Context: an optimization exercise on an open-source flow, tuned for small area, a short achievable clock period and few clock cycles per item. The choices shown serve that exercise and are no tape-out recipe. At most, simulation tests tie the RTL to the original design; equivalence was not proved.

==> inputs of v28 <==
==> flow/design.v (excerpt) <==
module ranging_code_gen (
    input  wire        clk,
    input  wire        rst,
    input  wire        cmd_valid,
    output wire        cmd_ready,
    input  wire [1:0]  cmd_mode,    
    input  wire [13:0] cmd_arg,     
    input  wire [13:0] cmd_p,       
    input  wire [13:0] cmd_len,     
    output reg         chip_valid,
    output reg         chip
);
    localparam [14:0] N_M = 15'd10243;
    localparam [14:0] N_S = 15'd3607;
    localparam [12:0] H_M = 13'd5121;    
    localparam [12:0] H_S = 13'd1803;
    reg        st_gold;
    reg        st_wset;
    reg        st_wrun;
    reg        ready_q;     
    reg        sub;         
    reg [13:0] rem;
    reg        rem1;        
    reg [14:0] x;
    reg [14:0] y;
    reg [3:0]  sc;
    reg        d_init;
    reg        d_addy;
    reg        d_fold;
    reg        d_c1;
    reg        d_c2;
    reg        d_pass;
    reg        d_end;
    reg        fz;          
    reg        wd;          
    reg        wh;          
    reg [11:0] l_idx;
    reg        l_sg;
    reg        leg_q;       
    reg        leg_ph;      
    reg        leg_a;       
    wire emit = st_gold | (st_wrun & leg_ph);
    wire last = emit & rem1;
    assign cmd_ready = ready_q;
    wire acc  = cmd_valid & ready_q;
    wire len_nz  = (cmd_len != 14'd0);
    wire gold_nx = acc ? (~cmd_mode[1] & len_nz) : (st_gold & ~last);
    wire wset_nx = acc ? (cmd_mode[1] & len_nz) : (st_wset & ~d_end);
    wire wrun_nx = acc ? 1'b0 : ((st_wrun & ~last) | (st_wset & d_end));
    wire lph_nx  = st_wrun & sc[0];
    wire rem1_nx = ready_q ? (cmd_len == 14'd1) : (emit ? (rem == 14'd2) : rem1);
    wire rdy_nx  = ~(gold_nx | wset_nx | wrun_nx) | ((gold_nx | (wrun_nx & lph_nx)) & rem1_nx);
    wire [12:0] g1 = x[12:0];
    wire [12:0] g2 = y[12:0];
    wire g1_fb = sub ? ^(g1 & 13'b1000000001101) : ^(g1[10:0] & 11'b11111000001);
  ...
Settings: LEC_CHECK=0, ABC_AREA=1, CAP_MARGIN=20, CELL_PAD_IN_SITES_DETAIL_PLACEMENT=1, CELL_PAD_IN_SITES_GLOBAL_PLACEMENT=1, CORE_MARGIN=2, CORE_UTILIZATION=35, CTS_BUF_LIST=sky130_fd_sc_hd__clkbuf_8, PLACE_DENSITY=0.45, SETUP_SLACK_MARGIN=4.5, SLEW_MARGIN=20; clock period 8.0 ns.
standard.sh (not shown) runs the stock make flow with config.mk's settings and CLKGATE_MAP_FILE= SYNTH_SCRIPT=/design/flow/synth_recipe.tcl, a recipe that flattens the netlist after the stock synthesis.
==> flow/flow/run.sh <==
#!/bin/bash
# The standard layout (standard.sh), with the port buffers that global placement
# inserts on every input and output made plain buffers (buf_2) instead of the
# default delay-buffer cell.
set -euo pipefail
export BUFFER_PORTS_ARGS="-buffer_cell sky130_fd_sc_hd__buf_2"
bash standard.sh > standard.log 2>&1
==> v12 (differences from v28) <==
--- a/flow/design.v
+++ b/flow/design.v
@@ -2168,11 +2168,10 @@
     localparam [12:0] H_M = 13'd5121;    
     localparam [12:0] H_S = 13'd1803;
     reg        st_gold;
     reg        st_wset;
     reg        st_wrun;
-    reg        ready_q;     
     reg        sub;         
     reg [13:0] rem;
     reg        rem1;        
     reg [14:0] x;
     reg [14:0] y;
@@ -2181,38 +2180,33 @@
     reg        d_addy;
     reg        d_fold;
     reg        d_c1;
     reg        d_c2;
     reg        d_pass;
-    reg        d_end;
-    reg        fz;          
-    reg        wd;          
-    reg        wh;          
     reg [11:0] l_idx;
     reg        l_sg;
-    reg        leg_q;       
-    reg        leg_ph;      
-    reg        leg_a;       
-    wire emit = st_gold | (st_wrun & leg_ph);
-    wire last = emit & rem1;
-    assign cmd_ready = ready_q;
-    wire acc  = cmd_valid & ready_q;
-    wire len_nz  = (cmd_len != 14'd0);
-    wire gold_nx = acc ? (~cmd_mode[1] & len_nz) : (st_gold & ~last);
-    wire wset_nx = acc ? (cmd_mode[1] & len_nz) : (st_wset & ~d_end);
-    wire wrun_nx = acc ? 1'b0 : ((st_wrun & ~last) | (st_wset & d_end));
-    wire lph_nx  = st_wrun & sc[0];
-    wire rem1_nx = ready_q ? (cmd_len == 14'd1) : (emit ? (rem == 14'd2) : rem1);
-    wire rdy_nx  = ~(gold_nx | wset_nx | wrun_nx) | ((gold_nx | (wrun_nx & lph_nx)) & rem1_nx);
+    reg        l_z;
+    reg        l_ph;
+    reg        leg_a;
+    wire idle   = ~(st_gold | st_wset | st_wrun);
+    wire emit   = st_gold | (st_wrun & l_ph);
+    wire last   = emit & rem1;
+    assign cmd_ready = idle | last;
+    wire acc = cmd_valid & cmd_ready;
     wire [12:0] g1 = x[12:0];
     wire [12:0] g2 = y[12:0];
     wire g1_fb = sub ? ^(g1 & 13'b1000000001101) : ^(g1[10:0] & 11'b11111000001);
     wire g2_fb = sub ? ^(g2 & 13'b1101101110001) : ^(g2[10:0] & 11'b10110011111);
     wire g1_rl = sub & (g1 == 13'h07FF);      
     wire gold_chip = sub ? (g1[12] ^ g2[12]) : (g1[10] ^ (^(g2[10:0] & l_idx[10:0])));
     wire [12:0] hh = sub ? H_S : H_M;
     wire [14:0] nn = sub ? N_S : N_M;
+    wire [12:0] v  = x[12:0];
+    wire        vs = x[14];
+    wire        v_z = (v == 13'd0);
+    reg         fz;
+    reg         fh;
     reg  [14:0] red_c;
     always @(*) begin
         if (d_c1)
             red_c = sub ? 15'd14428 : 15'd20486;    
         else if (d_c2)
@@ -2220,27 +2214,31 @@
         else if (d_pass)
             red_c = 15'h7FFF;                       
         else
             red_c = nn;
     end
+    wire op_init = st_wset & d_init;
+    wire op_addy = st_wset & d_addy;
     wire op_fold = st_wset & d_fold;
     wire op_red  = st_wset & ~d_init & ~d_addy & ~d_fold;
-    reg  [14:0] b_set;
+    wire w_hold = ~vs & fh;
+    wire w_dec  = vs & ~fz;
+    reg  [14:0] ad_b;
     always @(*) begin
-        if (d_init)
-            b_set = nn - 15'd1;
-        else if (d_addy)
-            b_set = y;
-        else if (d_fold)
-            b_set = nn;
+        if (op_init)
+            ad_b = nn - 15'd1;
+        else if (op_addy)
+            ad_b = y;
+        else if (op_fold)
+            ad_b = nn;
+        else if (op_red)
+            ad_b = ~red_c;
         else
-            b_set = ~red_c;
+            ad_b = w_hold ? 15'd0 : (w_dec ? 15'h7FFF : 15'd1);
     end
-    wire [14:0] b_walk = {{14{wd}}, ~wh};
-    wire [14:0] ad_b   = st_wset ? b_set : b_walk;
-    wire        ad_c   = op_fold | op_red;
-    wire [14:0] ad_a   = x ^ {15{op_fold}};
+    wire        ad_c = op_fold | op_red;
+    wire [14:0] ad_a = x ^ {15{op_fold}};
     reg  [15:0] pg;
     reg  [15:0] pp;
     reg  [15:0] ad_s;
     integer     i;
     integer     d;
@@ -2267,88 +2265,90 @@
         x_gt_h = 1'b0;
         for (j = 0; j < 13; j = j + 1)
             x_gt_h = hh[j] ? (x[j] & x_gt_h) : (x[j] | x_gt_h);
         x_gt_h = x[13] | x_gt_h;
     end
-    wire        keep_x  = (op_red & ~ad_s[15]) | (op_fold & ~x_gt_h);
-    wire        y_top   = st_wset ? (d_fold | ad_s[14]) : (wd | wh);
-    wire [14:0] y_load  = (cmd_mode == 2'd0) ? 15'h02AA : {1'b0, cmd_arg};
-    wire [14:0] y_gold  = {x[14:13], g2[11:0], g2_fb};
-    wire [14:0] y_other = ready_q ? y_load : (st_gold ? y_gold : x);
-    wire        use_sum = ~ready_q & ~st_gold & ~keep_x;
-    wire [14:0] y_d     = use_sum ? {y_top, ad_s[13:0]} : y_other;
-    wire [3:0] sc_nx = ready_q ? 4'd0 : sc + 4'd1;
+    wire        keep_x = (op_red & ~ad_s[15]) | (op_fold & ~x_gt_h);
+    wire        y_top  = st_wset ? (op_fold | ad_s[14]) : (w_dec | w_hold);
+    wire [14:0] y_nx   = keep_x ? x : {y_top, ad_s[13:0]};
+    wire [3:0] sc_nx = cmd_ready ? 4'd0 : sc + 4'd1;
     reg  [13:0] rem_dec;
     reg         rem_b;
     integer     n;
     always @(*) begin
         rem_b = 1'b1;
         for (n = 0; n < 14; n = n + 1) begin
             rem_dec[n] = rem[n] ^ rem_b;
             rem_b      = rem_b & ~rem[n];
         end
     end
-    wire [12:0] yv  = y[12:0];
-    wire        z4  = (yv[3:0] == 4'd0);
-    wire        z8  = (yv[7:0] == 8'd0);
-    wire        z12 = (yv[11:0] == 12'd0);
-    wire [12:0] sb  = z12 ? {12'd0, yv[12]} :
-                      z8  ? {8'd0, yv[12:8]} :
-                      z4  ? {4'd0, yv[12:4]} : yv;
-    wire [12:0] sm  = sb[0] ? sb :
-                      sb[1] ? {1'd0, sb[12:1]} :
-                      sb[2] ? {2'd0, sb[12:2]} : {3'd0, sb[12:3]};
-    wire        t_odd = ~sb[0] & (sb[1] | ~sb[2]);    
+    wire        s8 = (v[7:0] == 8'd0);
+    wire [12:0] a1 = s8 ? {8'd0, v[12:8]} : v;
+    wire        s4 = (a1[3:0] == 4'd0);
+    wire [12:0] a2 = s4 ? {4'd0, a1[12:4]} : a1;
+    wire        s2 = (a2[1:0] == 2'd0);
+    wire [12:0] a3 = s2 ? {2'd0, a2[12:2]} : a2;
+    wire        s1 = ~a3[0];
+    wire [12:0] a4 = s1 ? {1'd0, a3[12:1]} : a3;
     wire rom_q;
     rcg_legrom u_rom (.a({sub, l_idx}), .q(rom_q));
-    wire leg = ~fz & (rom_q ^ l_sg);
+    wire leg = ~l_z & (rom_q ^ l_sg);
     always @(posedge clk) begin
         if (rst) begin
             st_gold    <= 1'b0;
             st_wset    <= 1'b0;
             st_wrun    <= 1'b0;
-            ready_q    <= 1'b1;
             chip_valid <= 1'b0;
         end else begin
-            st_gold    <= gold_nx;
-            st_wset    <= wset_nx;
-            st_wrun    <= wrun_nx;
-            ready_q    <= rdy_nx;
             chip_valid <= emit;
+            if (acc) begin
+                st_gold <= ~cmd_mode[1] & (cmd_len != 14'd0);
+                st_wset <= cmd_mode[1] & (cmd_len != 14'd0);
+                st_wrun <= 1'b0;
+            end else if (last) begin
+                st_gold <= 1'b0;
+                st_wrun <= 1'b0;
+            end else if (st_wset & (sc == 4'd11)) begin
+                st_wset <= 1'b0;
+                st_wrun <= 1'b1;
+            end
         end
     end
     always @(posedge clk) begin
-        chip <= st_gold ? gold_chip : (leg_a ^ leg_q);
-        rem1 <= rem1_nx;
-        if (emit)
-            rem <= rem_dec;
+        chip <= st_gold ? gold_chip : (leg_a ^ leg);
+        if (emit) begin
+            rem  <= rem_dec;
+            rem1 <= (rem == 14'd2);
+        end
         sc     <= sc_nx;
         d_init <= (sc_nx == 4'd0);
         d_addy <= (sc_nx == 4'd7);
         d_fold <= (sc_nx == 4'd8) | (sc_nx == 4'd11);
         d_c1   <= (sc_nx == 4'd1) | (sc_nx == 4'd2);
         d_c2   <= (sc_nx == 4'd3) | (sc_nx == 4'd4);
         d_pass <= (sc_nx == 4'd10);
-        d_end  <= (sc_nx == 4'd11);
-        y <= y_d;
-        if (st_gold)
+        if (st_gold) begin
             x <= {y[14:13], g1_rl ? 13'h1FFF : {g1[11:0], g1_fb}};
-        else
+            y <= {y_nx[14:13], g2[11:0], g2_fb};
+        end else begin
             x <= y;
+            y <= y_nx;
+        end
         if (~st_gold) begin
-            l_idx <= sm[12:1];
+            l_idx <= a4[12:1];
         end
-        fz     <= (yv == 13'd0);
-        wd     <= y[14] & (yv != 13'd0);
-        wh     <= ~y[14] & (yv == hh);
-        l_sg   <= y[14] ^ (~sub & t_odd);
-        leg_q  <= leg;
-        leg_ph <= lph_nx;
-        leg_a  <= leg_q;
-        if (ready_q) begin
+        fz    <= (y[12:0] == 13'd0);
+        fh    <= (y[12:0] == hh);
+        l_sg  <= vs ^ (~sub & s1);
+        l_z   <= v_z;
+        l_ph  <= st_wrun & sc[0];
+        leg_a <= leg;           
+        if (cmd_ready) begin
             sub   <= cmd_mode[0];
             rem   <= cmd_len;
+            rem1  <= (cmd_len == 14'd1);
             x     <= cmd_mode[1] ? {1'b0, cmd_p} : (cmd_mode[0] ? 15'h1FFF : 15'h02AA);
+            y     <= (cmd_mode == 2'd0) ? 15'h02AA : {1'b0, cmd_arg};
             l_idx <= {1'b0, cmd_arg[10:0]};
         end
     end
 endmodule
==> flow/run.sh (new file) <==
#!/bin/bash
# synth_recipe.tcl (not shown) runs the flow's synth.tcl, then flattens the netlist and writes it again
# the make line also repeats each setting of config.mk as NAME=value (left out here)
make -C /OpenROAD-flow-scripts/flow DESIGN_CONFIG=/design/flow/config.mk WORK_HOME=/design/flow/orfs CLKGATE_MAP_FILE= SYNTH_SCRIPT=/design/flow/synth_recipe.tcl finish
CTS_BUF_LIST = not set   (was sky130_fd_sc_hd__clkbuf_8)
SETUP_SLACK_MARGIN = 4   (was 4.5)
removed: flow/flow/run.sh
removed: flow/standard.sh
==> v39 (differences from v28) <==
--- a/flow/design.v
+++ b/flow/design.v
@@ -2185,13 +2185,16 @@
     reg        d_pass;
     reg        d_end;
     reg        fz;          
     reg        wd;          
     reg        wh;          
+    reg [10:0] mask;        
     reg [11:0] l_idx;
     reg        l_sg;
-    reg        leg_q;       
+    reg        rom_r;       
+    reg        sg_r;        
+    reg        fz_r;
     reg        leg_ph;      
     reg        leg_a;       
     wire emit = st_gold | (st_wrun & leg_ph);
     wire last = emit & rem1;
     assign cmd_ready = ready_q;
@@ -2206,11 +2209,11 @@
     wire [12:0] g1 = x[12:0];
     wire [12:0] g2 = y[12:0];
     wire g1_fb = sub ? ^(g1 & 13'b1000000001101) : ^(g1[10:0] & 11'b11111000001);
     wire g2_fb = sub ? ^(g2 & 13'b1101101110001) : ^(g2[10:0] & 11'b10110011111);
     wire g1_rl = sub & (g1 == 13'h07FF);      
-    wire gold_chip = sub ? (g1[12] ^ g2[12]) : (g1[10] ^ (^(g2[10:0] & l_idx[10:0])));
+    wire gold_chip = sub ? (g1[12] ^ g2[12]) : (g1[10] ^ (^(g2[10:0] & mask)));
     wire [12:0] hh = sub ? H_S : H_M;
     wire [14:0] nn = sub ? N_S : N_M;
     reg  [14:0] red_c;
     always @(*) begin
         if (d_c1)
@@ -2247,19 +2250,13 @@
     always @(*) begin
         pg = {ad_a & ad_b, ad_c};
         pp = {ad_a ^ ad_b, 1'b0};
         for (d = 0; d < 4; d = d + 1)
             for (i = 0; i < 16; i = i + 1)
-                if (((i + 1) % (2 << d)) == 0) begin
-                    pg[i] = pg[i] | (pp[i] & pg[i - (1 << d)]);
-                    pp[i] = pp[i] & pp[i - (1 << d)];
-                end
-        for (d = 2; d >= 0; d = d - 1)
-            for (i = 0; i < 16; i = i + 1)
-                if (((i + 1) % (2 << d)) == (1 << d) && i >= (2 << d)) begin
-                    pg[i] = pg[i] | (pp[i] & pg[i - (1 << d)]);
-                    pp[i] = pp[i] & pp[i - (1 << d)];
+                if ((i >> d) & 1) begin
+                    pg[i] = pg[i] | (pp[i] & pg[((i >> (d + 1)) << (d + 1)) + (1 << d) - 1]);
+                    pp[i] = pp[i] & pp[((i >> (d + 1)) << (d + 1)) + (1 << d) - 1];
                 end
         ad_s = {pg[15], (ad_a ^ ad_b) ^ pg[14:0]};
     end
     reg         x_gt_h;
     integer     j;
@@ -2298,11 +2295,11 @@
                       sb[1] ? {1'd0, sb[12:1]} :
                       sb[2] ? {2'd0, sb[12:2]} : {3'd0, sb[12:3]};
     wire        t_odd = ~sb[0] & (sb[1] | ~sb[2]);    
     wire rom_q;
     rcg_legrom u_rom (.a({sub, l_idx}), .q(rom_q));
-    wire leg = ~fz & (rom_q ^ l_sg);
+    wire leg_q = ~fz_r & (rom_r ^ sg_r);   
     always @(posedge clk) begin
         if (rst) begin
             st_gold    <= 1'b0;
             st_wset    <= 1'b0;
             st_wrun    <= 1'b0;
@@ -2332,23 +2329,23 @@
         y <= y_d;
         if (st_gold)
             x <= {y[14:13], g1_rl ? 13'h1FFF : {g1[11:0], g1_fb}};
         else
             x <= y;
-        if (~st_gold) begin
-            l_idx <= sm[12:1];
-        end
+        l_idx  <= sm[12:1];
         fz     <= (yv == 13'd0);
         wd     <= y[14] & (yv != 13'd0);
         wh     <= ~y[14] & (yv == hh);
         l_sg   <= y[14] ^ (~sub & t_odd);
-        leg_q  <= leg;
+        rom_r  <= rom_q;
+        sg_r   <= l_sg;
+        fz_r   <= fz;
         leg_ph <= lph_nx;
         leg_a  <= leg_q;
         if (ready_q) begin
             sub   <= cmd_mode[0];
             rem   <= cmd_len;
             x     <= cmd_mode[1] ? {1'b0, cmd_p} : (cmd_mode[0] ? 15'h1FFF : 15'h02AA);
-            l_idx <= {1'b0, cmd_arg[10:0]};
+            mask  <= cmd_arg[10:0];
         end
     end
 endmodule
SETUP_SLACK_MARGIN = 4.8   (was 4.5)
==> flow_metrics.env <==
export IMPL_bufAreaShareNonClock_pct=4.786
export IMPL_post_cts_resized=19
export IMPL_inverters=150
export IMPL_path_clk_slew_ns=0.10
export IMPL_clkCellAreaFrac_pct=1.856
export IMPL_synthMuxAreaShare_pct=0
export IMPL_status="finished clean"
export IMPL_swShare_pct=65.16
export IMPL_grt_use_met1_pct=48.51
export IMPL_crit_chain="buf_12 > clkinvlp_4 > buf_4 > ha_1 > buf_4 > clkinv_2 > nand2_1 > nand3_1 > nand3_1 > nand3_1 > nand2_1 > nand2_1 > a21oi_1 > nor2_1 > nor2_1 > nor2_1 > nand3_1 > nand2_1"
export IMPL_p_leak_uw=0.005296
export IMPL_slowest_stage="dfxtp_1"
export IMPL_via_per_inst=6.022
export IMPL_place_ws_ns=3.742
export IMPL_syn_area_per_cell_um2=5.923
export IMPL_clockPowerShare_pct=6.4
export IMPL_comb_cell_power_uw=4320
the above is filed under v39

==> flow_metrics.env <==
export IMPL_clkCellAreaFrac_pct=2.791
export IMPL_crit_chain="inv_1 > buf_4 > nor2_1 > nand2_1 > nand2_1 > nor2_1 > nor2_1 > nand2_1 > nand2_1 > nand3_1 > nand3_1 > nand3_1 > nand3_1 > nand2_1 > nor2_1 > nand2_1 > nand2_1 > nand2_1 > nand3_1 > nand2_1 > nand3_1 > nand2_1"
export IMPL_clockPowerShare_pct=13.9
export IMPL_swShare_pct=58.48
export IMPL_slowest_stage="edfxtp_1"
export IMPL_syn_area_per_cell_um2=6.006
export IMPL_via_per_inst=6.141
export IMPL_status="finished clean"
export IMPL_inverters=162
export IMPL_p_leak_uw=0.005057
export IMPL_comb_cell_power_uw=2160
export IMPL_path_clk_slew_ns=0.07
the above is filed under v12

==> flow_metrics.env <==
export IMPL_status="finished clean"
export IMPL_comb_cell_power_uw=2180
export IMPL_post_cts_resized=21
export IMPL_slowest_stage="nand3_1"
export IMPL_syn_area_per_cell_um2=6.020
export IMPL_path_clk_slew_ns=0.10
export IMPL_crit_chain="buf_6 > clkinvlp_4 > buf_4 > ha_1 > nor2_4 > nand2_1 > nand3_1 > nand3_1 > nand3_1 > nand2_1 > nand3_1 > nand3_1 > nand3_1 > nand3_1 > nand3_1 > nand3_1 > nand2_1 > nor2_1"
export IMPL_grt_use_met1_pct=43.05
export IMPL_p_leak_uw=0.005097
export IMPL_clkCellAreaFrac_pct=1.763
export IMPL_bufAreaShareNonClock_pct=5.573
the above is filed under v28

Testbench counts of v28, summed over its fixed seeds: cycles 16,758, chips 14,062.
Testbench counts of v39, summed over its fixed seeds: cycles 16,758, chips 14,062.
For v12, only the layout was checked, not whether the RTL still works.

==> what the ideal ports hide <==
No port has a modelled driver above. Below, the same layouts with a new extraction and two added sets of constraints. Step 1 (the two cells are an assumption about what drives the block):
set clk [get_ports {clk}]
set_driving_cell -lib_cell sky130_fd_sc_hd__clkbuf_16 $clk
set_driving_cell -lib_cell sky130_fd_sc_hd__buf_2 [delete_from_list [all_inputs] $clk]
Step 2 adds t to the input delays and takes it off the output delays; t is the mean of the earliest and latest rising clock arrival at the registers after step 1. Input paths then give back, and output paths get back, about the clock's delay inside the block. a / b / c = no drivers / after step 1 / after step 2; a / b = the first two.
run	t (ns)	setup WS [ns]	worst register clock-pin slew, ns	worst slew at a driven data input, ns	cell pins on the clock port's net
v28	0.431	4.454 / 4.454 / 4.454	0.10 / 0.10	0.06	1
v12	0.393	3.973 / 3.973 / 3.916	0.07 / 0.07	0.03	1
v39	0.439	4.838 / 4.838 / 4.822	0.12 / 0.12	0.04	1
After both steps setup and hold are still met in every run listed. For v12, which loses most, drivers alone change the setup slack by 0.000 ns; drivers and shift together by -0.057 ns.
